What follows belongs to an exercise in optimizing a design on an open flow for small area; a production flow would make more cautious choices. In this exercise RTL edits were held to simulation tests only and were not proved equivalent to the original. No activity file was given, so power comes from the tool's default toggle rates.

==> design/flow/design.v <==
module canicas_core (
    input  wire        clk,
    input  wire        rst,           
    input  wire        init_ok,       
    input  wire        tick,          
    input  wire        rx_valid,      
    input  wire [7:0]  rx_data,
    input  wire        estop_in,      
    output reg         rx_arm,        
    output reg  [3:0]  coil_h,
    output reg  [3:0]  coil_vl,
    output wire [3:0]  coil_vr,
    output wire [11:0] servo_pulse
);
    localparam [8:0] SAFE_ANGLE = 9'd90;
    localparam [1:0] C_NONE = 2'd0, C_H = 2'd1, C_V = 2'd2, C_S = 2'd3;
    reg        [3:0]  idx;
    reg               cmd_ready;
    reg        [1:0]  cls;             
    reg               halted;
    reg               estop_prev;
    reg               p_num;           
    reg               p_end;           
    reg               neg;
    reg        [31:0] acc;             
    reg               val_h, val_v;    
    reg               sgn_h, sgn_v;
    reg        [31:0] nmag_h, nmag_v;
    reg        [8:0]  ang;
    wire run     = ~halted;
    wire rxv     = rx_valid & run;
    wire tck     = tick & run;
    wire estop   = estop_in & ~estop_prev & run;
    wire is_lf   = (rx_data == 8'h0A);
    wire is_cr   = (rx_data == 8'h0D);
    wire store   = rxv & ~is_lf & ~is_cr;
    wire first   = (idx == 4'd0);
    wire code_b  = store & first;
    wire arg_b   = store & ~first & ~p_end;
    wire is_ws   = (rx_data == 8'h09) | (rx_data == 8'h0B) | (rx_data == 8'h0C) |
                   (rx_data == 8'h20);    
    wire is_sign = (rx_data == 8'h2D) | (rx_data == 8'h2B);
    wire is_dig  = (rx_data[7:4] == 4'h3) & (~rx_data[3] | (rx_data[2:1] == 2'b00));
    wire [7:0] code  = rx_data & 8'hDF;
    wire [1:0] cls_n = (code == 8'h48) ? C_H :
                       (code == 8'h56) ? C_V :
                       (code == 8'h53) ? C_S : C_NONE;
    wire dig_upd = arg_b & is_dig;
    wire [35:0] x8 = {acc, 3'b000};
    wire [35:0] x2 = {3'b000, acc, 1'b0};
    wire [35:0] xd = {32'd0, rx_data[3:0]};
    wire [35:0] sum10;
    wire [36:0] cy10;
    assign cy10[0] = 1'b0;
    genvar gi;
    generate
        for (gi = 0; gi < 36; gi = gi + 1) begin : g_x10
            if (gi < 3) begin : g_lo
                assign sum10[gi]  = x2[gi] ^ xd[gi] ^ cy10[gi];
                assign cy10[gi+1] = (x2[gi] & xd[gi]) | (x2[gi] & cy10[gi]) | (xd[gi] & cy10[gi]);
            end else if (gi == 3) begin : g_3
                assign sum10[gi]  = x8[gi] ^ x2[gi] ^ (xd[gi] | cy10[gi]);
                assign cy10[gi+1] = (x8[gi] & x2[gi]) | ((x8[gi] | x2[gi]) & (xd[gi] | cy10[gi]));
            end else begin : g_2
                assign sum10[gi]  = x8[gi] ^ x2[gi] ^ cy10[gi];
                assign cy10[gi+1] = (x8[gi] & x2[gi]) | (x8[gi] & cy10[gi]) | (x2[gi] & cy10[gi]);
            end
        end
    endgenerate
    wire [31:0] acc_n = {|sum10[35:31], sum10[30:0]};
    wire [31:0] arg_mag = acc[31] ? {neg, {31{~neg}}} : acc;
    wire        big     = (|acc[31:9]) | (acc[8:0] > 9'd270);
    wire [8:0]  arg_ang = (big | (neg & (|acc[8:0]))) ? 9'd270 : acc[8:0];
    wire d_h = cmd_ready & (cls == C_H);
    wire d_v = cmd_ready & (cls == C_V);
    wire d_s = cmd_ready & (cls == C_S);
    wire nz_h   = val_h & ~(&nmag_h);
    wire nz_v   = val_v & ~(&nmag_v);
    wire step_h = tck & ~estop & nz_h;
    wire step_v = tck & ~estop & nz_v;
    wire [32:0] ch, cv;
    assign ch[0] = step_h;
    assign cv[0] = step_v;
    generate
        for (gi = 0; gi < 32; gi = gi + 1) begin : g_dec
            assign ch[gi+1] = ch[gi] & nmag_h[gi];
            assign cv[gi+1] = cv[gi] & nmag_v[gi];
        end
    endgenerate
    wire [31:0] inc_h = nmag_h ^ ch[31:0];
    wire [31:0] inc_v = nmag_v ^ cv[31:0];
    function [3:0] step_coil;
        input [3:0] c;
        input       fwd;
        reg   [2:0] p;
        begin
            case (c)
                4'b1100: p = 3'd1;
                4'b0100: p = 3'd2;
                4'b0110: p = 3'd3;
                4'b0010: p = 3'd4;
                4'b0011: p = 3'd5;
                4'b0001: p = 3'd6;
                4'b1001: p = 3'd7;
                default: p = 3'd0;
            endcase
            p = fwd ? p + 3'd1 : p - 3'd1;
            case (p)
                3'd0: step_coil = 4'b1000;
                3'd1: step_coil = 4'b1100;
                3'd2: step_coil = 4'b0100;
                3'd3: step_coil = 4'b0110;
                3'd4: step_coil = 4'b0010;
                3'd5: step_coil = 4'b0011;
                3'd6: step_coil = 4'b0001;
                default: step_coil = 4'b1001;
            endcase
        end
    endfunction
    assign coil_vr = {coil_vl[3], coil_vl[0], coil_vl[1], coil_vl[2]};
    wire [15:0] servo_ta =
        ({16{ang[8:4] == 5'd0}} & 16'd8000) |
        ({16{ang[8:4] == 5'd1}} & 16'd9898) |
        ({16{ang[8:4] == 5'd2}} & 16'd11792) |
        ({16{ang[8:4] == 5'd3}} & 16'd13691) |
        ({16{ang[8:4] == 5'd4}} & 16'd15584) |
        ({16{ang[8:4] == 5'd5}} & 16'd17484) |
        ({16{ang[8:4] == 5'd6}} & 16'd19377) |
        ({16{ang[8:4] == 5'd7}} & 16'd21276) |
        ({16{ang[8:4] == 5'd8}} & 16'd23170) |
        ({16{ang[8:4] == 5'd9}} & 16'd25068) |
        ({16{ang[8:4] == 5'd10}} & 16'd26963) |
        ({16{ang[8:4] == 5'd11}} & 16'd28861) |
        ({16{ang[8:4] == 5'd12}} & 16'd30755) |
        ({16{ang[8:4] == 5'd13}} & 16'd32654) |
        ({16{ang[8:4] == 5'd14}} & 16'd34547) |
        ({16{ang[8:4] == 5'd15}} & 16'd36447) |
        ({16{ang[8:4] == 5'd16}} & 16'd38340);
    wire [15:0] servo_tb =
        ({16{ang[3:0] == 4'd0}} & 16'd0) |
        ({16{ang[3:0] == 4'd1}} & 16'd116) |
        ({16{ang[3:0] == 4'd2}} & 16'd237) |
        ({16{ang[3:0] == 4'd3}} & 16'd353) |
        ({16{ang[3:0] == 4'd4}} & 16'd470) |
        ({16{ang[3:0] == 4'd5}} & 16'd592) |
        ({16{ang[3:0] == 4'd6}} & 16'd709) |
        ({16{ang[3:0] == 4'd7}} & 16'd830) |
        ({16{ang[3:0] == 4'd8}} & 16'd946) |
        ({16{ang[3:0] == 4'd9}} & 16'd1062) |
        ({16{ang[3:0] == 4'd10}} & 16'd1184) |
        ({16{ang[3:0] == 4'd11}} & 16'd1302) |
        ({16{ang[3:0] == 4'd12}} & 16'd1423) |
        ({16{ang[3:0] == 4'd13}} & 16'd1539) |
        ({16{ang[3:0] == 4'd14}} & 16'd1660) |
        ({16{ang[3:0] == 4'd15}} & 16'd1776);
    wire [15:0] sv_sum;
    wire [16:0]   sv_cy;
    assign sv_cy[0] = 1'b0;
    generate
        for (gi = 0; gi < 16; gi = gi + 1) begin : g_sv
            assign sv_sum[gi]  = servo_ta[gi] ^ servo_tb[gi] ^ sv_cy[gi];
            assign sv_cy[gi+1] = (servo_ta[gi] & servo_tb[gi]) | (servo_ta[gi] & sv_cy[gi]) |
                                 (servo_tb[gi] & sv_cy[gi]);
        end
    endgenerate
    assign servo_pulse = sv_sum[15:4];
    always @(posedge clk) begin
        if (rst) begin
            halted     <= ~init_ok;
            estop_prev <= estop_in;
            idx        <= 4'd0;
            cmd_ready  <= 1'b0;
            rx_arm     <= 1'b0;
            val_h      <= 1'b0;
            val_v      <= 1'b0;
            coil_h     <= 4'b0000;
            coil_vl    <= 4'b0000;
            ang        <= SAFE_ANGLE;
        end else begin
            estop_prev <= estop_in;
            rx_arm     <= rxv;
            if (estop) begin
                val_h <= 1'b0;
                val_v <= 1'b0;
                ang   <= SAFE_ANGLE;
            end
            if (step_h) coil_h  <= step_coil(coil_h, ~sgn_h);
            if (step_v) coil_vl <= step_coil(coil_vl, ~sgn_v);
            if (d_h) begin val_h <= 1'b1; sgn_h <= neg; end
            if (d_v) begin val_v <= 1'b1; sgn_v <= neg; end
            if (d_s) ang <= arg_ang;
            cmd_ready <= rxv & is_lf & ~first & (cls != C_NONE);
            if (rxv & is_lf)
                idx <= 4'd0;
            else if (store)
                idx <= idx + 4'd1;
            if (code_b) begin
                cls   <= cls_n;
                p_num <= 1'b0;
                p_end <= 1'b0;
                neg   <= 1'b0;
            end
            if (arg_b) begin
                if (is_dig) begin
                    p_num <= 1'b1;
                end else if (~p_num & is_sign) begin
                    neg   <= rx_data[1] == 1'b0;     
                    p_num <= 1'b1;
                end else if (p_num | ~is_ws) begin
                    p_end <= 1'b1;
                end
            end
        end
    end
    always @(posedge clk) begin
        if (d_h) nmag_h <= ~arg_mag; else nmag_h <= inc_h;
        if (d_v) nmag_v <= ~arg_mag; else nmag_v <= inc_v;
        if (code_b)
            acc <= 32'd0;
        else if (dig_upd)
            acc <= acc_n;
    end
endmodule
==> design/flow/run.sh <==
#!/bin/bash
# synth_recipe.tcl (not shown) runs the flow's synth.tcl, then flattens the netlist and writes it again
# the make line also repeats each setting of config.mk as NAME=value (left out here)
make -C /OpenROAD-flow-scripts/flow DESIGN_CONFIG=/design/flow/config.mk WORK_HOME=/design/flow/orfs CLKGATE_MAP_FILE= SYNTH_SCRIPT=/design/flow/synth_recipe.tcl finish
==> design/flow/config.mk <==
export PLATFORM = sky130hd
export DESIGN_NAME = canicas_core
export DESIGN_NICKNAME = canicas_core
export VERILOG_FILES = /design/flow/design.v
export SDC_FILE = /design/flow/constraint.sdc
export NUM_CORES = 4
export LEC_CHECK = 0
export CAP_MARGIN = 20
export CORE_MARGIN = 2
export CORE_UTILIZATION = 40
export SLEW_MARGIN = 20
==> design/flow/constraint.sdc <==
create_clock -name core_clock -period 120.0 [get_ports {clk}]
set_input_delay 24.0000 -clock core_clock [delete_from_list [all_inputs] [get_ports {clk}]]
set_output_delay 24.0000 -clock core_clock [all_outputs]
set_load 0.01 [all_outputs]
==> results of run 1 <==
-- worst max-delay path: cells and delay by family --
family	cells	cell delay, ns
compound gates	1	0.10
simple gates	2	0.44
fa+ha+maj	34	12.77
buf+inv	1	0.56
-- how the worst max path moves through the flow --
stage,depth (start not counted),endpoint,start,slack (ns)
detailed placement,38,acc[31],rx_data[1],81.94
global placement,38,acc[31],rx_data[1],82.08
CTS,38,acc[31],rx_data[1],82.37
finish,38,acc[31],rx_data[1],82.35
global route,38,acc[31],rx_data[1],81.88
floorplan,37,acc[31],rx_data[1],83.04
-- layer usage --
layer	vias to the layer above	part of all wire	GRT usage
met5	-	0	0
met4	0	0.018	0.0568
met3	20	0.024	0.0330
met2	60	0.48	0.267
met1	2618	0.48	0.220
li1	2934	-	-
-- registers in the layout (all words and copies together), names as in the netlist, 2 cells and up --
register / flops
coil_h: 4
acc: 32
idx: 4
nmag_h: 32
nmag_v: 32
cls: 2
coil_vl: 4
ang: 9
-- logic make-up (layout without fill, tap and decap cells) --
kind of cell	Yosys count	in the layout
AND/OR/NAND/NOR	283	283
buffers and inverters	74	97
multiplexers	35	35
flip-flops	130	130
XOR/XNOR	24	24
AO/OA/AOI/OAI	175	175
adder cells (fa/ha/maj)	113	113
-- stage by stage --
stage	setup WS, ns	instance area, µm²	std cells
2_1_floorplan	83.04	7680	834
3_3_place_gp	82.08	8140	1059
3_5_place_dp	81.94	8140	1059
4_1_cts	82.37	8720	1090
5_1_grt	81.88	8740	1091
6_report	82.35	8740	1091
-- layout by cell type, fill, tap and decap left out, drive strengths merged, types with 3 or more instances in the layout --
| cell | synthesis | routed |
|---|---|---|
| clkbuf | 31 | 19 |
| buf | 20 | 5 |
| inv | 22 | 29 |
| nand3 | 12 | 12 |
| mux2i | 35 | 35 |
| nand4 | 20 | 20 |
| nor4 | 15 | 15 |
| o211ai | 3 | 3 |
| nor3 | 13 | 13 |
| a21oi | 35 | 35 |
| clkinv | 1 | 3 |
| edfxtp | 8 | 8 |
| a31oi | 4 | 4 |
| and3 | 5 | 5 |
| nor3b | 6 | 6 |
| fa | 38 | 38 |
| dfxtp | 122 | 122 |
| clkdlybuf4s50 | 0 | 38 |
| nand2 | 95 | 95 |
| xor2 | 7 | 7 |
| ha | 73 | 73 |
| o21bai | 3 | 3 |
| nand2b | 18 | 18 |
| xnor2 | 15 | 15 |
| o21a | 34 | 34 |
| nor2 | 76 | 76 |
| or3 | 3 | 3 |
| nor2b | 7 | 7 |
| nand3b | 5 | 5 |
| o21ai | 81 | 81 |
| o22ai | 4 | 4 |
-- report_power, final --
part / switching (W) / leakage (nW) / internal (W) / total, W
sequential: 0.000000309 / 1.07 / 0.0000439 / 0.0000442
clock: 0.0000204 / 0.283 / 0.0000305 / 0.0000510
combinational: 0.00000153 / 2.54 / 0.00000111 / 0.00000265
-- cell type report --
type                    instances  area, µm²  share of cell area
repair buffers                 43        425              0.0487
multi-input cells             630       4660               0.534
inverters                      23       88.8              0.0102
clock buffers                  19        464              0.0531
clock inverters                12        118              0.0135
flip-flops and latches        130       2680               0.307
well taps                     234        293              0.0335
==> flow_summary.yaml, run 1 <==
logic_synthesis:
  netlist_top_cells_area: "dfxtp_1 32%, ha_1 12%, fa_1 9.9%"
  synth_compound_area_frac: 0.134
  synth_top_area_cell: "dfxtp_1"
  yosys-mux-area-fraction: 0.0456
  syn-instance-count: 834
  synth_edf_count: 8
  syn_avg_cell_area_um2: 9.21
  synthAdderAreaFrac: 0.221
  synth_top_area_share: 0.318
  ys_seq_elements: 130
  synthArstFlopShare: 0
  yosys-top-cells-count: "122 x dfxtp_1, 95 x nand2_1, 81 x o21ai_0"
  synthSimpleGateAreaFrac: 0.175
  synth.yosys.seq_area_share: 0.349
  synthDistinctLibCells: 54
  synth_xor_area_frac: 0.0309
  synth_top_family_by_area: "adder cells"
  ys_warn_count: 1
  yosysMostFrequentCell: "dfxtp_1"
  synth_area_um2: 7680
  ys.flop_type: "dfxtp_1"
sta:
  fin_tns_setup_ns: 0
  worst_slew_pin_slew_ns: 0.972
  finalClockSkew_ns: 0.0149
  hold_viol: 0
  fin_hold_ws_ns: 0.454
  slew-limit-headroom: 0.352
  fmax_mhz: 26.6
  period_share: 0.314
  rsz0062_at_grt: "false"
  slew_violations: 0
  finalSetupViolations: 0
  finalCriticalPeriod_ns: 37.65
clock_tree:
  cts_htree_levels: 4
  clk_latency_ns: 0.42
  post_cts_resize_count: 0
  cts_sinks: 130
  hold_buffers: 0
  root_buffer: "clkbuf_16"
  cts_setup_buffers: 0
  cts_tree: "built"
  clk_path_buf_depth: 2
  numCtsBuffers: 17
  cts.clk_slew.worst_paths_ns: 0.06
finish:
  final_nets: 970
  final_util: 0.466
  final_layout_size_suffix_gt1_frac: 0.0560
  antenna_cells: 0
  fillCellCount: 1821
  area.growth.synth_to_final_pct: 13.7
worst_hold_path:
  holdPathEnd: "val_v"
  hold_path_class: "reg2reg"
  min_from: "val_v"
  hold_depth: 2
setup_path:
  critPathLaunchType: "input port"
  cp-end-kind: "flop"
  crit_type: "in2reg"
  r2r_cells: 37
  required_ns: 120.25
  reg2reg_to: "acc[31]"
  cpMostUsedCell: "fa_1"
  critical_path_arrival_ns: 37.89
  rr_startpoint: "acc[0]"
  reg2reg_slack_ns: 106.14
  slowest_stage: "clkdlybuf4s50_1"
  critPathMaxFanout: 9
  cpPeakStageDelay_ns: 0.56
routing:
  wl_mm: 15.4
  drt_iter0_drc: 272
  vias_per_cell: 5.16
  drc_errors: 0
  routed-via-count: 5632
  wl_per_cell_um: 14.1
  first_pass_iters: 4
  ant_nets: 0
pwr:
  power_w: 0.0000978
  power.density_nw_per_um2: 11.2
  cellLeakagePower_nw: 3.89
  ir_drop_mv: 0.0106
global_route:
  grt_pass1_wl_mm: 26.7
  antenna_found_initial: 0
  overflow: 0
  grt_start_max_net_pins: 67
  first_global_vias: 5409
  grt_usage: 0.165
outcome:
  outcome: "timing/DRC/antenna clean"
floorplanning:
  io_pins: 39
  core_area_um2: 18800
  floorplan.rows: 50
  fp.dieArea_um2: 20300
  die-width_um: 143
  start_util: 0.409
  die_y_um: 143
flow_run:
  maxCapViolCount: 0
placed_design:
  hpwl_mm: 11.3
  finalWeightedCongestion: 0.784
  io_buffers: 38
==> inputs of run 2 (changes only) <==
==> design/flow/flow/run.sh (new file) <==
#!/bin/bash
# Standard synthesis and layout, with small cells for the port buffers and the
# clock tree (and no dummy clock loads).  Each step's output goes to its own log.
set -euo pipefail
bash standard.sh synth > std_synth.log 2>&1
export BUFFER_PORTS_ARGS="-buffer_cell sky130_fd_sc_hd__buf_1"
export CTS_ARGS="-sink_clustering_enable -repair_clock_nets -dont_use_dummy_load -buf_list {sky130_fd_sc_hd__clkbuf_4 sky130_fd_sc_hd__clkbuf_8} -root_buf sky130_fd_sc_hd__clkbuf_8 -sink_clustering_size 24"
bash standard.sh finish > std_layout.log 2>&1
==> design/flow/standard.sh (new file) <==
#!/bin/bash
# synth_recipe.tcl (not shown) runs the flow's synth.tcl, then flattens the netlist and writes it again
# the make line also repeats each setting of config.mk as NAME=value (left out here)
make -C /OpenROAD-flow-scripts/flow DESIGN_CONFIG=/design/flow/config.mk WORK_HOME=/design/flow/orfs CLKGATE_MAP_FILE= SYNTH_SCRIPT=/design/flow/synth_recipe.tcl "${@:-finish}"
removed: design/flow/run.sh
==> flow_summary.yaml, run 2 <==
outcome:
  outcome: "timing/DRC/antenna clean"
finish:
  mostFrequentLayoutCells: "122 x dfxtp_1, 94 x nand2_1, 81 x o21ai_0"
  final_common_cell: "dfxtp_1"
  antenna_cells: 0
  area.growth.synth_to_final_pct: 5.99
  final_nets: 970
  reg.largest.list: "acc: 32 flops, nmag_h: 32 flops, nmag_v: 32 flops"
  design_area_um2: 8150
  final_layout_size_suffix_gt1_frac: 0.0403
clock_tree:
  root_buffer: "clkbuf_8"
  cts_setup_buffers: 0
  cts_tree: "built"
  clk_path_buf_depth: 2
  post_cts_resize_count: 0
  hold_buffers: 0
  clk_latency_ns: 0.46
  cts.clk_slew.worst_paths_ns: 0.05
  numCtsBuffers: 17
  cts_htree_levels: 4
  cts_sinks: 130
worst_hold_path:
  hold_path_class: "reg2reg"
  hold_depth: 2
placed_design:
  place_area_um2: 7910
  finalWeightedCongestion: 0.799
  io_buffers: 38
  hpwl_mm: 11.4
pwr:
  p_sw_frac: 0.222
  pwr-share-comb: 0.032
  switching_power_w: 0.0000163
  intPower_w: 0.0000571
  cellLeakagePower_nw: 3.63
  power.density_nw_per_um2: 9.02
  pwr-share-clk: 0.367
  ir_drop_mv: 0.00670
  seqPwrFrac: 0.601
  power_w: 0.0000734
sta:
  finalCriticalPeriod_ns: 37.29
  finalSetupViolations: 0
  fin_hold_ws_ns: 0.455
  hold_viol: 0
  finalClockSkew_ns: 0.0362
  fmax_mhz: 26.8
  slew_violations: 0
  worst_slew_pin_slew_ns: 0.971
  fin_tns_setup_ns: 0
  rsz0062_at_grt: "false"
  slew-limit-headroom: 0.353
  period_share: 0.311
logic_synthesis:
  synth_top_area_share: 0.318
  syn_avg_cell_area_um2: 9.21
  syn-instance-count: 834
  netlist_top_cells_area: "dfxtp_1 32%, ha_1 12%, fa_1 9.9%"
  synth_top_area_cell: "dfxtp_1"
  yosysMostFrequentCell: "dfxtp_1"
  synth_area_um2: 7680
  ys.flop_type: "dfxtp_1"
  yosys-top-cells-count: "122 x dfxtp_1, 95 x nand2_1, 81 x o21ai_0"
  ys_seq_elements: 130
  ys_warn_count: 1
  synth.yosys.seq_area_share: 0.349
  synthDistinctLibCells: 54
  synth_edf_count: 8
  synthArstFlopShare: 0
floorplanning:
  floorplan.rows: 50
  core_area_um2: 18800
  die-width_um: 143
  io_pins: 39
  fp.dieArea_um2: 20300
  die_y_um: 143
  start_util: 0.409
setup_path:
  slowest_stage: "fa_1"
  cpPeakStageDelay_ns: 0.41
  path_depth: 38
  critical_path_arrival_ns: 37.54
  r2r_cells: 37
  critPathLaunchType: "input port"
  crit_family: "adder cells"
  required_ns: 120.25
  cp-end-kind: "flop"
  crit_buf_inv: 1
  cpMostUsedCell: "fa_1"
  critPathMaxFanout: 9
  crit_type: "in2reg"
global_route:
  grt_start_max_net_pins: 67
  first_global_vias: 5292
  grt_usage: 0.162
  antenna_found_initial: 0
  grt_pass1_wl_mm: 26.3
  overflow: 0
routing:
  ant_nets: 0
  first_pass_iters: 4
  wl_mm: 15.4
  routed-via-count: 5560
  drt_iter0_drc: 221
  vias_per_cell: 5.16
  drc_errors: 0
  wl_per_cell_um: 14.3
flow_run:
  maxCapViolCount: 0
-- run 2: cell count changes in the layout (fill, tap and decap cells not counted), moves of 2 or more --
cell,previous run,this run
clkbuf_8,1,17
clkdlybuf4s50_1,38,0
buf_1,0,38
clkinvlp_4,2,0
inv_6,6,0
clkbuf_16,18,0
-- run 2: final cells by class --
type	count	area [µm²]
Sequential cell	130	2680
Fill cell	1867	10600
Inverter	23	88.8
Clock buffer	17	234
Timing Repair Buffer	43	180
Tap cell	234	293
Multi-Input combinational cell	630	4670
-- run 2: stage by stage --
stage	instances	worst slack, ns	utilization
6_report	1077	82.71	0.434
5_1_grt	1077	82.28	0.434
4_1_cts	1077	82.71	0.434
3_5_place_dp	1060	82.23	0.421
3_3_place_gp	1060	82.51	0.421
2_1_floorplan	834	83.04	-
-- run 2: worst paths after layout --
check | to | from | slack (ns)
worst max-delay path | acc[31] | rx_data[1] | 82.71
worst min-delay path | val_v | val_v | 0.45
worst max register to register | acc[31] | acc[0] | 106.06
worst min register to register | val_v | val_v | 0.45
-- run 2: worst reg2reg max path: cells and delay by family, from the launching register on --
family / cells / cell delay (ns)
and+or+nand+nor: 2 / 0.43
adders and majority gates: 34 / 12.80
AOI/OAI and AO/OA: 1 / 0.12
DFF: 1 / 0.41
-- run 2: power groups by stage --
stage,combinational [W],clock (W),sequential (W)
after floorplan,0.00000171,0,0.0000450
after global placement,0.00000238,0,0.0000451
after CTS,0.00000239,0.0000281,0.0000441
after detailed placement,0.00000238,0,0.0000451
after global routing,0.00000268,0.0000298,0.0000442
final,0.00000237,0.0000269,0.0000442
-- run 2: logic make-up (layout without fill, tap and decap cells) --
| group | count (synthesis) | after routing | share of synthesized area |
|---|---|---|---|
| xor+xnor | 24 | 24 | 0.0309 |
| fa+ha+maj | 113 | 113 | 0.221 |
| compound gates | 175 | 175 | 0.134 |
| mux | 35 | 35 | 0.0456 |
| buf+inv | 74 | 83 | 0.0441 |
| simple gates | 283 | 283 | 0.175 |
| flops | 130 | 130 | 0.349 |
-- run 2: routing by layer --
layer  part of all wire  wire [µm]  track usage  up-vias
li1                   -          -            -     2908
met1               0.49       7470        0.213     2582
met2               0.48       7380        0.270       59
met3              0.027        419       0.0330       11
met4             0.0072        110       0.0495        0
met5                  0          0            0        -
==> inputs of run 3 (changes only) <==
--- a/design/flow/design.v
+++ b/design/flow/design.v
@@ -9,4 +9,4 @@
     output reg         rx_arm,        
-    output reg  [3:0]  coil_h,
-    output reg  [3:0]  coil_vl,
+    output wire [3:0]  coil_h,
+    output wire [3:0]  coil_vl,
     output wire [3:0]  coil_vr,
@@ -91,30 +91,21 @@
     wire [31:0] inc_v = nmag_v ^ cv[31:0];
-    function [3:0] step_coil;
-        input [3:0] c;
-        input       fwd;
-        reg   [2:0] p;
+    function [3:0] pattern;
+        input [2:0] p;
         begin
-            case (c)
-                4'b1100: p = 3'd1;
-                4'b0100: p = 3'd2;
-                4'b0110: p = 3'd3;
-                4'b0010: p = 3'd4;
-                4'b0011: p = 3'd5;
-                4'b0001: p = 3'd6;
-                4'b1001: p = 3'd7;
-                default: p = 3'd0;
+            case (p)
+                3'd0: pattern = 4'b1000;
+                3'd1: pattern = 4'b1100;
+                3'd2: pattern = 4'b0100;
+                3'd3: pattern = 4'b0110;
+                3'd4: pattern = 4'b0010;
+                3'd5: pattern = 4'b0011;
+                3'd6: pattern = 4'b0001;
+                default: pattern = 4'b1001;
             endcase
-            p = fwd ? p + 3'd1 : p - 3'd1;
-            case (p)
-                3'd0: step_coil = 4'b1000;
-                3'd1: step_coil = 4'b1100;
-                3'd2: step_coil = 4'b0100;
-                3'd3: step_coil = 4'b0110;
-                3'd4: step_coil = 4'b0010;
-                3'd5: step_coil = 4'b0011;
-                3'd6: step_coil = 4'b0001;
-                default: step_coil = 4'b1001;
-            endcase
         end
     endfunction
+    reg [2:0] ph_h, ph_v;
+    reg       mv_h, mv_v;
+    assign coil_h  = mv_h ? pattern(ph_h) : 4'b0000;
+    assign coil_vl = mv_v ? pattern(ph_v) : 4'b0000;
     assign coil_vr = {coil_vl[3], coil_vl[0], coil_vl[1], coil_vl[2]};
@@ -175,4 +166,6 @@
             val_v      <= 1'b0;
-            coil_h     <= 4'b0000;
-            coil_vl    <= 4'b0000;
+            mv_h       <= 1'b0;
+            mv_v       <= 1'b0;
+            ph_h       <= 3'd0;
+            ph_v       <= 3'd0;
             ang        <= SAFE_ANGLE;
@@ -186,4 +179,10 @@
             end
-            if (step_h) coil_h  <= step_coil(coil_h, ~sgn_h);
-            if (step_v) coil_vl <= step_coil(coil_vl, ~sgn_v);
+            if (step_h) begin
+                mv_h <= 1'b1;
+                ph_h <= sgn_h ? ph_h - 3'd1 : ph_h + 3'd1;
+            end
+            if (step_v) begin
+                mv_v <= 1'b1;
+                ph_v <= sgn_v ? ph_v - 3'd1 : ph_v + 3'd1;
+            end
             if (d_h) begin val_h <= 1'b1; sgn_h <= neg; end
==> design/flow/flow/run.sh (replaced) <==
#!/bin/bash
# Standard synthesis, then the standard layout with: synthesis buffers removed
# at floorplan, small cells for the port buffers and the clock tree (no dummy
# clock loads), and cells downsized where timing allows.  Each step's output
# goes to its own log in this folder.
set -euo pipefail
bash standard.sh synth > std_synth.log 2>&1
export REMOVE_ABC_BUFFERS=1
export RECOVER_POWER=100
export BUFFER_PORTS_ARGS="-buffer_cell sky130_fd_sc_hd__buf_1"
export CTS_ARGS="-sink_clustering_enable -repair_clock_nets -dont_use_dummy_load -buf_list sky130_fd_sc_hd__clkbuf_4 -root_buf sky130_fd_sc_hd__clkbuf_4 -sink_clustering_size 16"
bash standard.sh finish > std_layout.log 2>&1
--- a/design/flow/config.mk
+++ b/design/flow/config.mk
@@ -9,3 +9,3 @@
 export CORE_MARGIN = 2
-export CORE_UTILIZATION = 40
+export CORE_UTILIZATION = 70
 export SLEW_MARGIN = 20
==> flow_summary.yaml, run 3 <==
outcome:
  outcome: "timing/DRC/antenna clean"
setup_path:
  required_ns: 120.40
  cpMostUsedCell: "fa_1"
  critPathMaxFanout: 9
  cpPeakStageDelay_ns: 0.49
  critical_path_arrival_ns: 38.04
  crit_type: "in2reg"
  slowest_stage: "or4_1"
  cp-end-kind: "flop"
  critPathLaunchType: "input port"
logic_synthesis:
  synth_xor_area_frac: 0.0167
  ys.flop_type: "dfxtp_1"
  synth.yosys.seq_area_share: 0.341
  synthArstFlopShare: 0
  synthSimpleGateAreaFrac: 0.173
  synthAdderAreaFrac: 0.229
  ys_seq_elements: 130
  synth_compound_area_frac: 0.139
  synthDistinctLibCells: 64
  syn_avg_cell_area_um2: 9.37
  netlist_top_cells_area: "dfxtp_1 31%, ha_1 13%, fa_1 9.7%"
  ys_warn_count: 1
  yosys-top-cells-count: "122 x dfxtp_1, 87 x nand2_1, 83 x ha_1"
  synth_top_family_by_area: "adder cells"
  synth_top_area_cell: "dfxtp_1"
  synth_area_um2: 7860
  yosys-mux-area-fraction: 0.0511
  synth_top_area_share: 0.311
  syn-instance-count: 839
  yosysMostFrequentCell: "dfxtp_1"
  synth_edf_count: 8
placed_design:
  io_buffers: 38
  placedCellCount: 968
  finalWeightedCongestion: 0.833
  hpwl_mm: 11.8
finish:
  antenna_cells: 0
  final-seq-area_um2: 2680
  final_nets: 982
  mostFrequentLayoutCells: "122 x dfxtp_1, 87 x nand2_1, 83 x ha_1"
  multi_input_area_um2: 4760
  fillCellCount: 837
  final_common_cell: "dfxtp_1"
  area.growth.synth_to_final_pct: 1.80
  reg.largest.list: "acc: 32 flops, nmag_h: 32 flops, nmag_v: 32 flops"
  fin_cells: 985
  final_layout_size_suffix_gt1_frac: 0.0331
sta:
  fin_hold_ws_ns: 0.473
  hold_viol: 0
  finalSetupViolations: 0
  worst_slew_pin_slew_ns: 1.22
  period_share: 0.314
  finalCriticalPeriod_ns: 37.64
  rsz0062_at_grt: "false"
  fmax_mhz: 26.6
  slew_violations: 0
  slew-limit-headroom: 0.185
  fin_tns_setup_ns: 0
  finalClockSkew_ns: 0.0553
pwr:
  cellLeakagePower_nw: 3.91
  seqPwrFrac: 0.671
  ir_drop_mv: 0.00753
  p_sw_frac: 0.225
  switching_power_w: 0.0000148
  power_w: 0.0000657
  pwr-share-comb: 0.031
  power.density_nw_per_um2: 8.21
  pwr-share-clk: 0.298
  intPower_w: 0.0000509
global_route:
  overflow: 0
  grt_start_max_net_pins: 66
  first_global_vias: 5619
  antenna_found_initial: 0
  grt_usage: 0.286
  grt_pass1_wl_mm: 26.6
floorplanning:
  io_pins: 39
  floorplan.rows: 38
  die-width_um: 110
  fp.dieArea_um2: 12100
  core_area_um2: 10900
  start_util: 0.722
  die_y_um: 110
routing:
  routed-via-count: 5896
  first_pass_iters: 8
  ant_nets: 0
  wl_mm: 15.8
  wl_per_cell_um: 16.0
  drc_errors: 0
  vias_per_cell: 5.99
  drt_iter0_drc: 593
flow_run:
  maxCapViolCount: 0
clock_tree:
  cts_htree_levels: 4
  cts_setup_buffers: 0
  clk_path_buf_depth: 2
  cts_tree: "built"
  root_buffer: "clkbuf_4"
  post_cts_resize_count: 0
  cts_sinks: 130
  cts.clk_slew.worst_paths_ns: 0.13
  hold_buffers: 0
  clk_latency_ns: 0.55
  numCtsBuffers: 17
worst_hold_path:
  hold_path_class: "reg2reg"
## run 3: path summary, 6_finish.rpt
check,start,endpoint,cells past startpoint,slack [ns]
setup / recovery,rx_data[1],acc[31],39,82.36
setup reg to reg,acc[0],acc[31],38,105.64
hold reg to reg,val_h,val_h,2,0.47
hold / removal,val_h,val_h,2,0.47
## run 3: metal layers
| metal | track usage | routed length, µm |
|---|---|---|
| met1 | 0.401 | 7570 |
| met5 | 0 | 0 |
| met4 | 0.0913 | 297 |
| met3 | 0.0623 | 701 |
| met2 | 0.443 | 7220 |
## run 3: worst max-delay path, delay by kind of cell
kind	cells	cell delay, ns
AND/OR/NAND/NOR	2	0.80
adder cells (fa/ha/maj)	34	12.83
buffers and inverters	1	0.19
AO/OA/AOI/OAI	2	0.20
## run 3: kinds of logic after synthesis
family / after synthesis
xor+xnor: 15
simple gates: 277
buf+inv: 77
mux: 40
fa+ha+maj: 121
compound gates: 179
flops: 130
## run 3: power by group through the flow
| stage | clock, W | combinational, W | sequential (W) |
|---|---|---|---|
| after floorplan | 0 | 0.00000124 | 0.0000450 |
| after global placement | 0 | 0.00000196 | 0.0000451 |
| after detailed placement | 0 | 0.00000206 | 0.0000451 |
| after CTS | 0.0000201 | 0.00000206 | 0.0000441 |
| after global routing | 0.0000218 | 0.00000230 | 0.0000442 |
| final | 0.0000196 | 0.00000206 | 0.0000441 |
## run 3: layout make-up
cell class | count | area share
multi-input combinational | 632 | 0.595
sequential | 130 | 0.335
inverter | 25 | 0.0117
clock buffer | 17 | 0.0159
timing repair buffer | 41 | 0.0206
tap | 140 | 0.0219
## run 3: through the flow
stage                     instance area [µm²]  setup slack [ns]  utilization
final                                    8010             82.36        0.735
after global routing                     8010             81.94        0.735
after CTS                                8030             82.39        0.738
after detailed placement                 7910             81.78        0.726
after global placement                   7910             82.06        0.726
after floorplan                          7560             82.56            -
==> inputs of run 4 (changes only) <==
==> design/flow/flow/run.sh (replaced) <==
#!/bin/bash
# Standard synthesis, then the standard layout with: synthesis buffers removed
# and the combinational logic remapped for area at floorplan, small cells for
# the port buffers and the clock tree (no dummy clock loads).  Each step's
# output goes to its own log in this folder.
set -euo pipefail
bash standard.sh synth > std_synth.log 2>&1
export REMOVE_ABC_BUFFERS=1
export OWN_FLOW_DIR="$(pwd)/flow"
export POST_FLOORPLAN_TCL="$OWN_FLOW_DIR/restructure.tcl"
export BUFFER_PORTS_ARGS="-buffer_cell sky130_fd_sc_hd__buf_1"
export CTS_ARGS="-sink_clustering_enable -repair_clock_nets -dont_use_dummy_load -buf_list sky130_fd_sc_hd__clkbuf_4 -root_buf sky130_fd_sc_hd__clkbuf_4 -sink_clustering_size 12"
bash standard.sh finish > std_layout.log 2>&1
==> design/flow/flow/restructure.tcl (new file) <==
# Hook after floorplan (synthesis buffers already removed): remap the
# combinational logic for area with OpenROAD's restructure (ABC).  Registers
# are not touched.  restructure reads the cells from a liberty file and does
# not honour set_dont_use, so it gets a copy without the don't-use cells.
set rmp_dir $::env(OBJECTS_DIR)/rmp
file mkdir $rmp_dir
set rmp_lib $rmp_dir/allowed.lib
exec python3 $::env(OWN_FLOW_DIR)/strip_lib.py [lindex $::env(LIB_FILES) 0] $rmp_lib $::env(DONT_USE_CELLS)
set rmp_lo "[lindex $::env(TIELO_CELL_AND_PORT) 0]/[lindex $::env(TIELO_CELL_AND_PORT) 1]"
set rmp_hi "[lindex $::env(TIEHI_CELL_AND_PORT) 0]/[lindex $::env(TIEHI_CELL_AND_PORT) 1]"
report_design_area
restructure -target area -liberty_file $rmp_lib -tielo_port $rmp_lo -tiehi_port $rmp_hi \
  -work_dir $rmp_dir
report_design_area
==> design/flow/flow/strip_lib.py (new file) <==
# Copy a liberty file without the cells whose names match any of the given
# patterns (the platform's don't-use list), for restructure's ABC mapping.
import fnmatch, re, sys

src, dst, pats = sys.argv[1], sys.argv[2], sys.argv[3].split()
cell_re = re.compile(r'^\s*cell\s*\(\s*"?([A-Za-z0-9_]+)"?\s*\)\s*\{')
out = []
skip = 0
depth = 0
with open(src) as f:
    for line in f:
        if skip:
            depth += line.count("{") - line.count("}")
            if depth <= 0:
                skip = 0
            continue
        m = cell_re.match(line)
        if m and any(fnmatch.fnmatchcase(m.group(1), p) for p in pats):
            depth = line.count("{") - line.count("}")
            skip = 1 if depth > 0 else 0
            continue
        out.append(line)
with open(dst, "w") as f:
    f.writelines(out)
--- a/design/flow/config.mk
+++ b/design/flow/config.mk
@@ -9,3 +9,3 @@
 export CORE_MARGIN = 2
-export CORE_UTILIZATION = 70
+export CORE_UTILIZATION = 65
 export SLEW_MARGIN = 20
==> flow_summary.yaml, run 4 <==
logic_synthesis:
  ys.flop_type: "dfxtp_1"
  synth.yosys.seq_area_share: 0.341
  synth_top_area_share: 0.311
  yosys-top-cells-count: "122 x dfxtp_1, 87 x nand2_1, 83 x ha_1"
  synthDistinctLibCells: 64
  ys_seq_elements: 130
  synthArstFlopShare: 0
  syn_avg_cell_area_um2: 9.37
  ys_warn_count: 1
  synth_edf_count: 8
  syn-instance-count: 839
  yosysMostFrequentCell: "dfxtp_1"
  netlist_top_cells_area: "dfxtp_1 31%, ha_1 13%, fa_1 9.7%"
  synth_area_um2: 7860
  synth_top_area_cell: "dfxtp_1"
floorplanning:
  io_pins: 39
  start_util: 0.660
  die_y_um: 114
  core_area_um2: 11900
  die-width_um: 114
  fp.dieArea_um2: 13000
  floorplan.rows: 40
sta:
  fmax_mhz: 29.1
  worst_slew_pin_slew_ns: 1.11
  fin_tns_setup_ns: 0
  slew-limit-headroom: 0.259
  layout_setup_ws_ns: 85.65
  finalSetupViolations: 0
  rsz0062_at_grt: "false"
  finalClockSkew_ns: 0.0420
  finalCriticalPeriod_ns: 34.35
  slew_violations: 0
  hold_viol: 0
  period_share: 0.286
global_route:
  antenna_found_initial: 0
  grt_start_max_net_pins: 59
  first_global_vias: 6422
  overflow: 0
  grt_usage: 0.296
  grt_pass1_wl_mm: 30.9
clock_tree:
  cts_sinks: 130
  root_buffer: "clkbuf_4"
  cts.clk_slew.worst_paths_ns: 0.10
  cts_tree: "built"
  clk_path_buf_depth: 2
  cts_htree_levels: 4
  numCtsBuffers: 17
  cts_setup_buffers: 0
  hold_buffers: 0
  post_cts_resize_count: 0
  clk_latency_ns: 0.54
pwr:
  switching_power_w: 0.0000159
  intPower_w: 0.0000512
  pwr-share-comb: 0.041
  p_sw_frac: 0.236
  power_w: 0.0000671
  pwr-share-clk: 0.299
  seqPwrFrac: 0.660
  ir_drop_mv: 0.00867
  power.density_nw_per_um2: 8.71
  cellLeakagePower_nw: 2.97
setup_path:
  cpPeakStageDelay_ns: 0.32
  required_ns: 120.45
  reg2reg_slack_ns: 108.75
  cp-end-kind: "flop"
  critPathLaunchType: "input port"
  slowest_stage: "o21ai_0"
  cpMostUsedCell: "nor2_1"
  crit_type: "in2reg"
  critPathMaxFanout: 5
  critical_path_arrival_ns: 34.81
placed_design:
  preCtsSetupSlack_ns: 85.59
  finalWeightedCongestion: 0.936
  hpwl_mm: 13.9
  place_area_um2: 7570
  io_buffers: 38
  placedCellCount: 1112
finish:
  multi_input_area_um2: 4060
  final-seq-area_um2: 2680
  final_layout_size_suffix_gt1_frac: 0.0265
  fillCellCount: 1081
  design_area_um2: 7700
  final_nets: 998
  area.growth.synth_to_final_pct: -2.02
  antenna_cells: 0
  final_common_cell: "o21ai_0"
  fin_cells: 1129
  reg.largest.list: "acc: 32 flops, nmag_h: 32 flops, nmag_v: 32 flops"
  mostFrequentLayoutCells: "135 x o21ai_0, 122 x dfxtp_1, 116 x clkinv_1"
flow_run:
  maxCapViolCount: 0
routing:
  vias_per_cell: 6.61
  drt_iter0_drc: 696
  routed-via-count: 7467
  wl_per_cell_um: 17.2
  first_pass_iters: 7
  drc_errors: 0
  ant_nets: 0
  wl_mm: 19.5
worst_hold_path:
  hold_path_class: "reg2reg"
outcome:
  outcome: "timing/DRC/antenna clean"
## run 4: changes by cell type in the layout (fill, tap and decap cells not counted), sizes merged, moves of 25 or more
cell,before,now
inv,25,0
o22ai,3,51
o221ai,2,35
nor2,81,107
o211a,0,30
mux2i,39,0
and2,3,28
clkinv,0,116
ha,83,0
o21ai,79,135
fa,38,0
and3,4,34
nand2,87,47
o32ai,0,25
## run 4: area by class of cell
| type | count | area share |
|---|---|---|
| timing repair buffer | 45 | 0.0279 |
| inverter | 116 | 0.0565 |
| tap | 147 | 0.0239 |
| sequential | 130 | 0.348 |
| clock buffer | 17 | 0.0166 |
| multi-input combinational | 674 | 0.527 |
## run 4: logic make-up (layout without fill, tap and decap cells)
kind of cell,after synthesis,in the layout,synth area share
AO/OA/AOI/OAI,179,386,0.139
XOR/XNOR,15,0,0.0167
AND/OR/NAND/NOR,277,288,0.173
adder cells (fa/ha/maj),121,0,0.229
flip-flops,130,130,0.341
buffers and inverters,77,178,0.0500
multiplexers,40,0,0.0511
## run 4: worst max-delay path, delay by kind of cell
kind / cells / cell delay [ns]
AOI/OAI and AO/OA: 31 / 8.14
buffers and inverters: 5 / 0.69
and+or+nand+nor: 27 / 1.94
## run 4: power groups by stage
stage / logic [W] / clock network, W / registers [W]
4_1_cts: 0.00000270 / 0.0000208 / 0.0000443
3_3_place_gp: 0.00000263 / 0 / 0.0000453
6_report: 0.00000275 / 0.0000200 / 0.0000443
5_1_grt: 0.00000304 / 0.0000225 / 0.0000444
3_5_place_dp: 0.00000268 / 0 / 0.0000453
2_1_floorplan: 0.00000124 / 0 / 0.0000450
## run 4: path summary, 6_finish.rpt
path	from	to	cells after the start
hold reg to reg	idx[3]	idx[3]	1
hold / removal	idx[3]	idx[3]	1
setup / recovery	rx_data[1]	acc[30]	63
setup reg to reg	acc[0]	acc[30]	62
## run 4: per-stage QoR
stage | utilization | hold WS [ns]
global route | 0.647 | 0.491
detailed placement | 0.636 | 0.446
floorplan | - | 0.430
finish | 0.647 | 0.455
CTS | 0.647 | 0.459
global placement | 0.634 | 0.436
## run 4: layer usage
metal	wire length (µm)	part of all wire	GRT usage
met1	8580	0.44	0.373
met2	9230	0.47	0.492
met3	1000	0.052	0.0531
met4	643	0.033	0.144
met5	0	0	0
==> inputs of run 5 (changes only) <==
==> design/flow/flow/run.sh (replaced) <==
#!/bin/bash
# Standard synthesis; its combinational logic remapped for area by Yosys/ABC
# (registers untouched); then the standard layout with synthesis buffers
# removed, small cells for the port buffers and the clock tree (no dummy clock
# loads).  Each step's output goes to its own log in this folder.
set -euo pipefail
W=$(pwd)
bash standard.sh synth > std_synth.log 2>&1
R=$W/orfs/results/$FLOW_PLATFORM/canicas_core/base
LIB=$FLOW_HOME/platforms/$FLOW_PLATFORM/lib/sky130_fd_sc_hd__tt_025C_1v80.lib
DU=$(make -s -C "$FLOW_HOME" DESIGN_CONFIG="$W/config.mk" WORK_HOME="$W/orfs" print-DONT_USE_CELLS 2> print_vars.log | sed -n 's/^DONT_USE_CELLS: //p')
python3 flow/strip_lib.py "$LIB" allowed.lib "$DU" > strip_lib.log 2>&1
cp "$R/1_2_yosys.v" std_netlist.v
"${YOSYS_EXE:-$FLOW_HOME/../tools/install/yosys/bin/yosys}" -q -l resynth.log -s flow/resynth.ys > resynth.out 2>&1
cp resynth.v "$R/1_2_yosys.v"
rm -f "$R/1_synth.odb" "$R/1_synth.sdc"
export REMOVE_ABC_BUFFERS=1
export BUFFER_PORTS_ARGS="-buffer_cell sky130_fd_sc_hd__buf_1"
export CTS_ARGS="-sink_clustering_enable -repair_clock_nets -dont_use_dummy_load -buf_list sky130_fd_sc_hd__clkbuf_4 -root_buf sky130_fd_sc_hd__clkbuf_4 -sink_clustering_size 12"
bash standard.sh finish > std_layout.log 2>&1
==> design/flow/flow/resynth.abc (new file) <==
strash
&get -n
&st
&dc2
&dch -f
&nf -a -R 1000
&st
&dc2
&dch -f
&nf -a -R 1000
&st
&dc2
&dch -f
&nf -a -R 1000
&st
&dch -f
&nf -a -R 1000
&put
topo
==> design/flow/flow/resynth.ys (new file) <==
# Remap the standard synthesis's combinational logic for area; the registers
# (and their instance names and cell types) are kept as they are.
read_liberty -ignore_miss_func allowed.lib
read_verilog std_netlist.v
hierarchy -top canicas_core
setattr -mod -set keep_hierarchy 1 sky130_fd_sc_hd__dfxtp_1 sky130_fd_sc_hd__edfxtp_1 sky130_fd_sc_hd__conb_1
flatten
delete t:$scopeinfo
techmap
opt -fast
abc -liberty allowed.lib -script flow/resynth.abc
opt_clean -purge
setundef -zero
hilomap -singleton -hicell sky130_fd_sc_hd__conb_1 HI -locell sky130_fd_sc_hd__conb_1 LO
splitnets
opt_clean -purge
insbuf -buf sky130_fd_sc_hd__buf_1 A X
rename -hide w:*
select -module canicas_core
tee -o resynth_stat.txt stat -liberty allowed.lib
write_verilog -noattr -noexpr -nohex -nodec -selected resynth.v
removed: design/flow/flow/restructure.tcl
==> flow_summary.yaml, run 5 <==
pwr:
  ir_drop_mv: 0.00760
  cellLeakagePower_nw: 2.76
  power.density_nw_per_um2: 9.26
routing:
  ant_nets: 0
  drc_errors: 0
  wl_mm: 17.3
  first_pass_iters: 5
  routed-via-count: 6899
  wl_per_cell_um: 15.4
  drt_iter0_drc: 686
  vias_per_cell: 6.15
placed_design:
  finalWeightedCongestion: 0.888
  io_buffers: 38
  hpwl_mm: 12.7
  place_area_um2: 7450
setup_path:
  reg2reg_slack_ns: 111.44
  r2r_cells: 44
  path_depth: 45
  crit_family: "compound AO/OA/AOI/OAI gates"
  critical_path_arrival_ns: 32.25
  cp-end-kind: "flop"
  slowest_stage: "o21ai_0"
  required_ns: 120.46
  critPathMaxFanout: 9
  cpPeakStageDelay_ns: 0.32
  cpMostUsedCell: "o21ai_0"
  crit_buf_inv: 1
  crit_type: "in2reg"
  critPathLaunchType: "input port"
finish:
  final_nets: 996
  design_area_um2: 7580
  final_layout_size_suffix_gt1_frac: 0.0255
  reg.largest.list: "acc: 32 flops, nmag_h: 32 flops, nmag_v: 32 flops"
  fillCellCount: 897
  final_util: 0.706
  mostFrequentLayoutCells: "122 x dfxtp_1, 121 x nor2_1, 116 x o21ai_0"
  area.growth.synth_to_final_pct: 6.88
  final_common_cell: "dfxtp_1"
floorplanning:
  die-width_um: 108
  floorplan.rows: 38
  die_y_um: 108
  core_area_um2: 10700
  start_util: 0.660
  io_pins: 39
  fp.dieArea_um2: 11800
clock_tree:
  cts_htree_levels: 4
  clk_latency_ns: 0.55
  root_buffer: "clkbuf_4"
  cts_setup_buffers: 0
  clk_path_buf_depth: 2
  cts.clk_slew.worst_paths_ns: 0.10
  cts_sinks: 130
  numCtsBuffers: 17
  post_cts_resize_count: 0
  hold_buffers: 0
  cts_tree: "built"
sta:
  rsz0062_at_grt: "false"
  finalClockSkew_ns: 0.0417
  fmax_mhz: 31.5
  period_share: 0.265
  slew_violations: 0
  finalCriticalPeriod_ns: 31.79
  fin_tns_setup_ns: 0
  hold_viol: 0
  finalSetupViolations: 0
  worst_slew_pin_slew_ns: 0.960
  slew-limit-headroom: 0.358
global_route:
  grt_start_max_net_pins: 65
  grt_usage: 0.307
  first_global_vias: 6017
  grt_pass1_wl_mm: 28.6
  overflow: 0
  antenna_found_initial: 1
logic_synthesis:
  syn-instance-count: 922
  synth_area_um2: 7100
  ys_warn_count: 1
  syn_avg_cell_area_um2: 7.70
worst_hold_path:
  hold_depth: 2
  hold_path_class: "reg2reg"
outcome:
  outcome: "timing/DRC/antenna clean"
flow_run:
  maxCapViolCount: 0
[run 5: path summary, 6_finish.rpt]
check | from | to
worst max-delay path | rx_data[1] | acc[31]
worst min-delay path | nmag_v[31] | nmag_v[31]
worst max register to register | acc[0] | acc[31]
worst min register to register | nmag_v[31] | nmag_v[31]
[run 5: layer usage]
layer | up-vias | GRT usage | wire length, µm
li1 | 3434 | - | -
met1 | 3228 | 0.438 | 8280
met4 | 0 | 0.105 | 239
met3 | 26 | 0.0567 | 1020
met5 | - | 0 | 0
met2 | 211 | 0.467 | 7770
[run 5: final cells by class]
| class | instances | area (µm²) | area share |
|---|---|---|---|
| Clock buffer | 17 | 128 | 0.0168 |
| Sequential cell | 130 | 2680 | 0.354 |
| Antenna cell | 1 | 2.50 | 0.000330 |
| Timing Repair Buffer | 45 | 195 | 0.0257 |
| Inverter | 16 | 60.1 | 0.00792 |
| Tap cell | 140 | 175 | 0.0231 |
| Multi-Input combinational cell | 772 | 4340 | 0.572 |
[run 5: through the flow]
step	instances	power, W	worst slack [ns]	hold slack [ns]
CTS	1120	0.0000704	88.39	0.452
detailed placement	1103	0.0000513	87.85	0.436
finish	1121	0.0000703	88.21	0.450
floorplan	918	0.0000496	89.18	0.420
global route	1121	0.0000728	87.46	0.491
global placement	1103	0.0000511	88.38	0.432
[run 5: worst min-delay path: stages, from the launching register on]
cell      delay (ns)
dfxtp_1         0.33
clkinv_1        0.04
a21oi_1         0.04
[run 5: where the power goes]
group / total [W] / internal [W] / switching (W)
logic: 0.00000457 / 0.00000187 / 0.00000270
registers: 0.0000459 / 0.0000447 / 0.00000119
clock network: 0.0000198 / 0.00000645 / 0.0000134
==> inputs of run 6 (changes only) <==
--- a/design/flow/flow/run.sh
+++ b/design/flow/flow/run.sh
@@ -2,3 +2,3 @@
 # Standard synthesis; its combinational logic remapped for area by Yosys/ABC
-# (registers untouched); then the standard layout with synthesis buffers
+# (registers and full adders untouched); then the standard layout with synthesis buffers
 # removed, small cells for the port buffers and the clock tree (no dummy clock
@@ -18,3 +18,3 @@
 export BUFFER_PORTS_ARGS="-buffer_cell sky130_fd_sc_hd__buf_1"
-export CTS_ARGS="-sink_clustering_enable -repair_clock_nets -dont_use_dummy_load -buf_list sky130_fd_sc_hd__clkbuf_4 -root_buf sky130_fd_sc_hd__clkbuf_4 -sink_clustering_size 12"
+export CTS_ARGS="-sink_clustering_enable -repair_clock_nets -dont_use_dummy_load -buf_list sky130_fd_sc_hd__buf_4 -root_buf sky130_fd_sc_hd__buf_4 -sink_clustering_size 12"
 bash standard.sh finish > std_layout.log 2>&1
--- a/design/flow/flow/resynth.ys
+++ b/design/flow/flow/resynth.ys
@@ -5,3 +5,3 @@
 hierarchy -top canicas_core
-setattr -mod -set keep_hierarchy 1 sky130_fd_sc_hd__dfxtp_1 sky130_fd_sc_hd__edfxtp_1 sky130_fd_sc_hd__conb_1
+setattr -mod -set keep_hierarchy 1 sky130_fd_sc_hd__dfxtp_1 sky130_fd_sc_hd__edfxtp_1 sky130_fd_sc_hd__conb_1 sky130_fd_sc_hd__fa_1 sky130_fd_sc_hd__fa_2
 flatten
==> flow_summary.yaml, run 6 <==
outcome:
  outcome: "timing/DRC/antenna clean"
clock_tree:
  numCtsBuffers: 17
  cts.clk_slew.worst_paths_ns: 0.08
  cts_htree_levels: 4
  cts_sinks: 130
  cts_tree: "built"
  clk_path_buf_depth: 2
  hold_buffers: 0
  cts_setup_buffers: 0
  clk_latency_ns: 0.47
  root_buffer: "buf_4"
  post_cts_resize_count: 0
floorplanning:
  die-width_um: 108
  fp.dieArea_um2: 11600
  core_area_um2: 10400
  io_pins: 39
  floorplan.rows: 37
  die_y_um: 108
  start_util: 0.674
setup_path:
  cpMostUsedCell: "fa_1"
  crit_type: "in2reg"
  critPathLaunchType: "input port"
  crit_buf_inv: 1
  critPathMaxFanout: 10
  slowest_stage: "or4_1"
  cp-end-kind: "flop"
  cpPeakStageDelay_ns: 0.49
  crit_family: "adder cells"
  critical_path_arrival_ns: 37.58
  required_ns: 120.35
finish:
  area.growth.synth_to_final_pct: 6.98
  final_nets: 957
  final_common_cell: "nand2_1"
  antenna_cells: 0
  mostFrequentLayoutCells: "135 x nand2_1, 122 x dfxtp_1, 100 x nor2_1"
  final_layout_size_suffix_gt1_frac: 0.0288
  reg.largest.list: "acc: 32 flops, nmag_h: 32 flops, nmag_v: 32 flops"
  final_util: 0.721
sta:
  hold_viol: 0
  worst_slew_pin_slew_ns: 0.885
  fin_hold_ws_ns: 0.452
  finalClockSkew_ns: 0.0193
  finalCriticalPeriod_ns: 37.23
  finalSetupViolations: 0
  fin_tns_setup_ns: 0
  slew-limit-headroom: 0.409
  fmax_mhz: 26.9
  slew_violations: 0
  period_share: 0.310
  rsz0062_at_grt: "false"
global_route:
  antenna_found_initial: 0
  grt_usage: 0.311
  grt_start_max_net_pins: 43
  first_global_vias: 5940
  overflow: 0
  grt_pass1_wl_mm: 28.1
routing:
  wl_per_cell_um: 16.3
  routed-via-count: 6376
  vias_per_cell: 6.14
  ant_nets: 0
  first_pass_iters: 5
  drt_iter0_drc: 663
  drc_errors: 0
  wl_mm: 16.9
logic_synthesis:
  ys_warn_count: 1
  syn_avg_cell_area_um2: 8.26
  syn-instance-count: 846
  synth_area_um2: 6990
flow_run:
  maxCapViolCount: 0
placed_design:
  io_buffers: 38
  finalWeightedCongestion: 0.874
  hpwl_mm: 12.5
pwr:
  cellLeakagePower_nw: 2.91
  ir_drop_mv: 0.00841
  power.density_nw_per_um2: 9.12
worst_hold_path:
  hold_path_class: "reg2reg"
-- run 6: cell count changes in the layout (fill, tap and decap cells not counted), sizes merged, moves of 16 or more --
cell	before	now
xor2	29	8
xnor2	63	29
clkbuf	17	0
nand2	99	135
nor2	122	101
buf	45	61
o21ai	116	65
fa	0	38
-- run 6: final timing paths --
kind	start	endpoint	slack (ns)	depth (start not counted)
min reg2reg	nmag_v[31]	nmag_v[31]	0.45	2
max	rx_data[1]	acc[31]	82.77	37
max reg2reg	acc[0]	acc[31]	106.11	36
min	nmag_v[31]	nmag_v[31]	0.45	2
-- run 6: metal layers --
layer  track usage  part of all wire  vias up
met5             0                 0        -
met4         0.110             0.019        0
met3        0.0617             0.069       33
met2         0.470              0.45      250
met1         0.446              0.46     2975
li1              -                 -     3118
-- run 6: where the power goes --
part | switching [W] | internal, W | leakage [nW]
Combinational | 0.00000165 | 0.000000995 | 1.76
Clock | 0.0000136 | 0.00000709 | 0.0817
Sequential | 0.000000601 | 0.0000442 | 1.07
-- run 6: final cells by class --
type / instances / area [µm²]
Fill cell: 846 / 2900
Tap cell: 136 / 170
Sequential cell: 130 / 2680
Inverter: 24 / 90.1
Timing Repair Buffer: 44 / 188
Clock buffer: 17 / 128
Multi-Input combinational cell: 688 / 4220
-- run 6: worst register-to-register path, delay by kind of cell, from the launching register on --
family | cells | cell delay, ns
adder cells (fa/ha/maj) | 31 | 12.21
AND/OR/NAND/NOR | 5 | 1.14
flip-flops | 1 | 0.42
-- run 6: per-stage QoR --
| step | area [µm²] | power (W) | setup slack [ns] | cells |
|---|---|---|---|---|
| finish | 7470 | 0.0000682 | 82.77 | 1039 |
| global route | 7470 | 0.0000700 | 82.38 | 1039 |
| CTS | 7460 | 0.0000683 | 82.82 | 1039 |
| detailed placement | 7330 | 0.0000483 | 82.34 | 1022 |
| global placement | 7330 | 0.0000482 | 82.66 | 1022 |
| floorplan | 6970 | 0.0000472 | 83.19 | 842 |
==> inputs of run 7 (changes only) <==
==> design/flow/flow/resynth.abc (replaced) <==
strash
&get -n
&deepsyn -T 60
&dch -f
&nf -a -R 1000
&put
topo
--- a/design/flow/flow/resynth.ys
+++ b/design/flow/flow/resynth.ys
@@ -10,3 +10,3 @@
 opt -fast
-abc -liberty allowed.lib -script flow/resynth.abc
+abc -liberty allowed.lib -script flow/resynth.abc canicas_core
 opt_clean -purge
--- a/design/flow/config.mk
+++ b/design/flow/config.mk
@@ -10,2 +10,3 @@
 export CORE_UTILIZATION = 65
+export GPL_TIMING_DRIVEN = 0
 export SLEW_MARGIN = 20
==> flow_summary.yaml, run 7 <==
setup_path:
  required_ns: 120.32
  crit_buf_inv: 1
  cpMostUsedCell: "fa_1"
  cpPeakStageDelay_ns: 0.47
  critPathLaunchType: "input port"
  critical_path_arrival_ns: 37.50
  critPathMaxFanout: 8
  crit_type: "in2reg"
  slowest_stage: "or4_1"
  cp-end-kind: "flop"
  crit_family: "adder cells"
placed_design:
  io_buffers: 38
  placedCellCount: 890
  place_area_um2: 6980
  finalWeightedCongestion: 0.871
  hpwl_mm: 11.9
routing:
  ant_nets: 0
  first_pass_iters: 5
  wl_mm: 16.2
  routed-via-count: 5820
  drt_iter0_drc: 576
  drc_errors: 0
  wl_per_cell_um: 17.8
  vias_per_cell: 6.42
global_route:
  grt_usage: 0.311
  grt_start_max_net_pins: 37
  overflow: 0
  first_global_vias: 5475
  grt_pass1_wl_mm: 27.0
  antenna_found_initial: 0
pwr:
  power.density_nw_per_um2: 9.82
  cellLeakagePower_nw: 2.89
  ir_drop_mv: 0.00657
  power_w: 0.0000699
sta:
  slew_violations: 0
  slew-limit-headroom: 0.305
  hold_viol: 0
  fmax_mhz: 26.9
  finalCriticalPeriod_ns: 37.17
  period_share: 0.310
  finalSetupViolations: 0
  rsz0062_at_grt: "false"
  worst_slew_pin_slew_ns: 1.04
  fin_tns_setup_ns: 0
  finalClockSkew_ns: 0.0197
flow_run:
  maxCapViolCount: 0
clock_tree:
  cts_setup_buffers: 0
  numCtsBuffers: 17
  hold_buffers: 0
  cts_sinks: 130
  root_buffer: "buf_4"
  cts_htree_levels: 4
  clk_path_buf_depth: 2
  post_cts_resize_count: 0
  cts_tree: "built"
  cts.clk_slew.worst_paths_ns: 0.08
  clk_latency_ns: 0.46
logic_synthesis:
  syn-instance-count: 720
  synth_area_um2: 6640
  syn_avg_cell_area_um2: 9.23
  ys_warn_count: 1
finish:
  final_util: 0.721
  final_nets: 828
  reg.largest.list: "acc: 32 flops, nmag_h: 32 flops, nmag_v: 32 flops"
  mostFrequentLayoutCells: "121 x dfxtp_1, 85 x nor2_1, 62 x a21oi_1"
  antenna_cells: 0
  area.growth.synth_to_final_pct: 7.08
  final_common_cell: "dfxtp_1"
  fillCellCount: 803
  final-seq-area_um2: 2680
  design_area_um2: 7110
  multi_input_area_um2: 3880
  final_layout_size_suffix_gt1_frac: 0.0323
  fin_cells: 907
floorplanning:
  die-width_um: 105
  core_area_um2: 9860
  start_util: 0.673
  fp.dieArea_um2: 11000
  floorplan.rows: 36
  io_pins: 39
  die_y_um: 105
worst_hold_path:
  hold_path_class: "reg2reg"
outcome:
  outcome: "timing/DRC/antenna clean"
## run 7: final cells by class
class / instances / share of cell area
well taps: 133 / 0.0234
repair buffers: 41 / 0.0253
multi-input cells: 565 / 0.545
flip-flops and latches: 130 / 0.377
clock buffers: 17 / 0.0179
inverters: 21 / 0.0111
## run 7: tightest hold or removal path, delay by kind of cell, from the launching register on
family	cells	cell delay, ns
AO/OA/AOI/OAI	1	0.05
flip-flops	1	0.33
buffers and inverters	1	0.05
## run 7: report_power, final
group / leakage [nW] / switching (W) / internal [W]
combinational: 1.74 / 0.00000196 / 0.00000146
clock: 0.0817 / 0.0000136 / 0.00000711
sequential: 1.07 / 0.00000107 / 0.0000447
## run 7: per-stage QoR
step | worst slack, ns | hold slack (ns)
final | 82.83 | 0.467
after global routing | 82.31 | 0.494
after CTS | 82.84 | 0.462
after detailed placement | 82.38 | 0.444
after global placement | 82.51 | 0.430
after floorplan | 83.09 | 0.418
## run 7: worst paths after layout
check / startpoint / to / slack, ns / cells after the start
setup / recovery: rx_data[1] / acc[31] / 82.83 / 37
hold / removal: nmag_v[30] / nmag_v[30] / 0.47 / 2
setup reg to reg: acc[0] / acc[31] / 106.14 / 36
hold reg to reg: nmag_v[30] / nmag_v[30] / 0.47 / 2
## run 7: per-layer routing
metal	vias to the layer above	GRT usage	wire, µm
li1	2759	-	-
met5	-	0	0
met3	15	0.0636	973
met2	204	0.469	7560
met4	0	0.0819	150
met1	2842	0.456	7500
==> inputs of run 8 (changes only) <==
--- a/design/flow/config.mk
+++ b/design/flow/config.mk
@@ -10,3 +10,2 @@
 export CORE_UTILIZATION = 65
-export GPL_TIMING_DRIVEN = 0
 export SLEW_MARGIN = 20
==> flow_summary.yaml, run 8 <==
outcome:
  outcome: "timing/DRC/antenna clean"
clock_tree:
  cts_tree: "built"
  cts_setup_buffers: 0
  hold_buffers: 0
  root_buffer: "buf_4"
  cts_sinks: 130
  cts_htree_levels: 4
  clk_latency_ns: 0.48
  clk_path_buf_depth: 2
  cts.clk_slew.worst_paths_ns: 0.09
  post_cts_resize_count: 0
  numCtsBuffers: 17
setup_path:
  critPathMaxFanout: 8
  critical_path_arrival_ns: 37.58
  rr_startpoint: "acc[0]"
  reg2reg_to: "acc[31]"
  slowest_stage: "or4_1"
  crit_buf_inv: 1
  r2r_cells: 36
  critPathLaunchType: "input port"
  crit_family: "adder cells"
  crit_type: "in2reg"
  required_ns: 120.35
  cp-end-kind: "flop"
  path_depth: 37
  cpMostUsedCell: "fa_1"
  reg2reg_slack_ns: 106.05
  cpPeakStageDelay_ns: 0.47
floorplanning:
  io_pins: 39
  die_y_um: 105
  floorplan.rows: 36
  core_area_um2: 9860
  fp.dieArea_um2: 11000
  die-width_um: 105
  start_util: 0.673
pwr:
  pwr-share-comb: 0.048
  ir_drop_mv: 0.00651
  intPower_w: 0.0000532
  cellLeakagePower_nw: 2.91
  seqPwrFrac: 0.656
  power.density_nw_per_um2: 9.80
  pwr-share-clk: 0.296
  switching_power_w: 0.0000165
  p_sw_frac: 0.237
finish:
  area.growth.synth_to_final_pct: 7.14
  final_nets: 830
  final_util: 0.721
  reg.largest.list: "acc: 32 flops, nmag_h: 32 flops, nmag_v: 32 flops"
  final_common_cell: "dfxtp_1"
  mostFrequentLayoutCells: "122 x dfxtp_1, 87 x nor2_1, 62 x a21oi_1"
  antenna_cells: 0
  final_layout_size_suffix_gt1_frac: 0.0309
  fin_cells: 909
logic_synthesis:
  syn-instance-count: 720
  syn_avg_cell_area_um2: 9.23
  synth_area_um2: 6640
  ys_warn_count: 1
flow_run:
  maxCapViolCount: 0
placed_design:
  hpwl_mm: 11.8
  finalWeightedCongestion: 0.911
  placedCellCount: 892
  io_buffers: 38
routing:
  routed-via-count: 5709
  drt_iter0_drc: 499
  wl_per_cell_um: 17.5
  drc_errors: 0
  first_pass_iters: 6
  ant_nets: 0
  vias_per_cell: 6.28
  wl_mm: 15.9
global_route:
  antenna_found_initial: 0
  grt_usage: 0.301
  overflow: 0
  grt_start_max_net_pins: 35
  first_global_vias: 5485
  grt_pass1_wl_mm: 26.4
sta:
  finalClockSkew_ns: 0.0393
  rsz0062_at_grt: "false"
  hold_viol: 0
  finalSetupViolations: 0
  fmax_mhz: 26.9
  period_share: 0.310
  slew-limit-headroom: 0.344
  fin_tns_setup_ns: 0
  slew_violations: 0
  worst_slew_pin_slew_ns: 0.984
  finalCriticalPeriod_ns: 37.23
worst_hold_path:
  min_from: "val_v"
  hold_path_class: "reg2reg"
  hold_depth: 1
  holdPathEnd: "val_v"
-- run 8: metrics by stage --
stage                     total power (W)  setup slack (ns)  area, µm²  hold slack [ns]
after floorplan                 0.0000487             83.09       6630            0.418
after global placement          0.0000498             82.62       6980            0.430
after detailed placement        0.0000500             82.35       6980            0.442
after CTS                       0.0000697             82.82       7110            0.456
after global routing            0.0000722             82.33       7120            0.471
final                           0.0000697             82.77       7120            0.455
-- run 8: per-layer routing --
layer  up-vias  part of all wire  GRT usage
li1       2765                 -          -
met1      2721              0.46      0.428
met2       193              0.46      0.460
met3        30             0.071     0.0686
met4         0             0.016     0.0933
met5         -                 0          0
-- run 8: area by class of cell --
class | count | area (µm²)
clock buffer | 17 | 128
multi-input combinational | 565 | 3880
inverter | 21 | 78.8
sequential | 130 | 2680
tap | 133 | 166
timing repair buffer | 43 | 180
fill | 789 | 2750
-- run 8: how the worst max path moves through the flow --
stage | start | slack (ns) | to
global route | rx_data[1] | 82.33 | acc[31]
detailed placement | rx_data[1] | 82.35 | acc[31]
finish | rx_data[1] | 82.77 | acc[31]
global placement | rx_data[1] | 82.62 | acc[31]
CTS | rx_data[1] | 82.82 | acc[31]
floorplan | rx_data[1] | 83.09 | acc[31]
-- run 8: power by group through the flow --
stage          sequential (W)  clock [W]  combinational, W
3_5_place_dp        0.0000467          0        0.00000327
2_1_floorplan       0.0000464          0        0.00000233
4_1_cts             0.0000457  0.0000206        0.00000329
6_report            0.0000458  0.0000206        0.00000334
5_1_grt             0.0000459  0.0000226        0.00000377
3_3_place_gp        0.0000466          0        0.00000314

separate check: timing with driven ports:
No port has a modelled driver above. Below, the same layouts with a new extraction and two added sets of constraints.
Step 1: set_driving_cell puts a clkbuf_16 on clk and a buf_2 on each other input, an assumption about the parent block.
Step 2 moves the port delays by t, midway between the first and last clock arrival at a register: inputs arrive t later, outputs are due t later. That takes back most of the time a late clock gives input paths.
Three values: ideal ports, drivers, drivers and shift; two values: the first two.
run | t (ns) | slack for setup (ns) | pins driven straight from the clock port
run 1 | 0.454 | 82.354 / 82.368 / 81.914 | 1
run 2 | 0.473 | 82.711 / 82.721 / 82.248 | 1
run 3 | 0.559 | 82.356 / 82.370 / 81.810 | 1
run 4 | 0.556 | 85.645 / 85.657 / 85.100 | 1
run 5 | 0.568 | 88.207 / 88.219 / 87.651 | 1
run 6 | 0.496 | 82.766 / 82.781 / 82.285 | 1
run 7 | 0.480 | 82.825 / 82.840 / 82.360 | 1
run 8 | 0.491 | 82.771 / 82.783 / 82.292 | 1
After both steps every run listed still meets setup and hold. The setup slack of run 5, which loses most, moves by +0.012 ns with the drivers and by -0.556 ns with both steps.
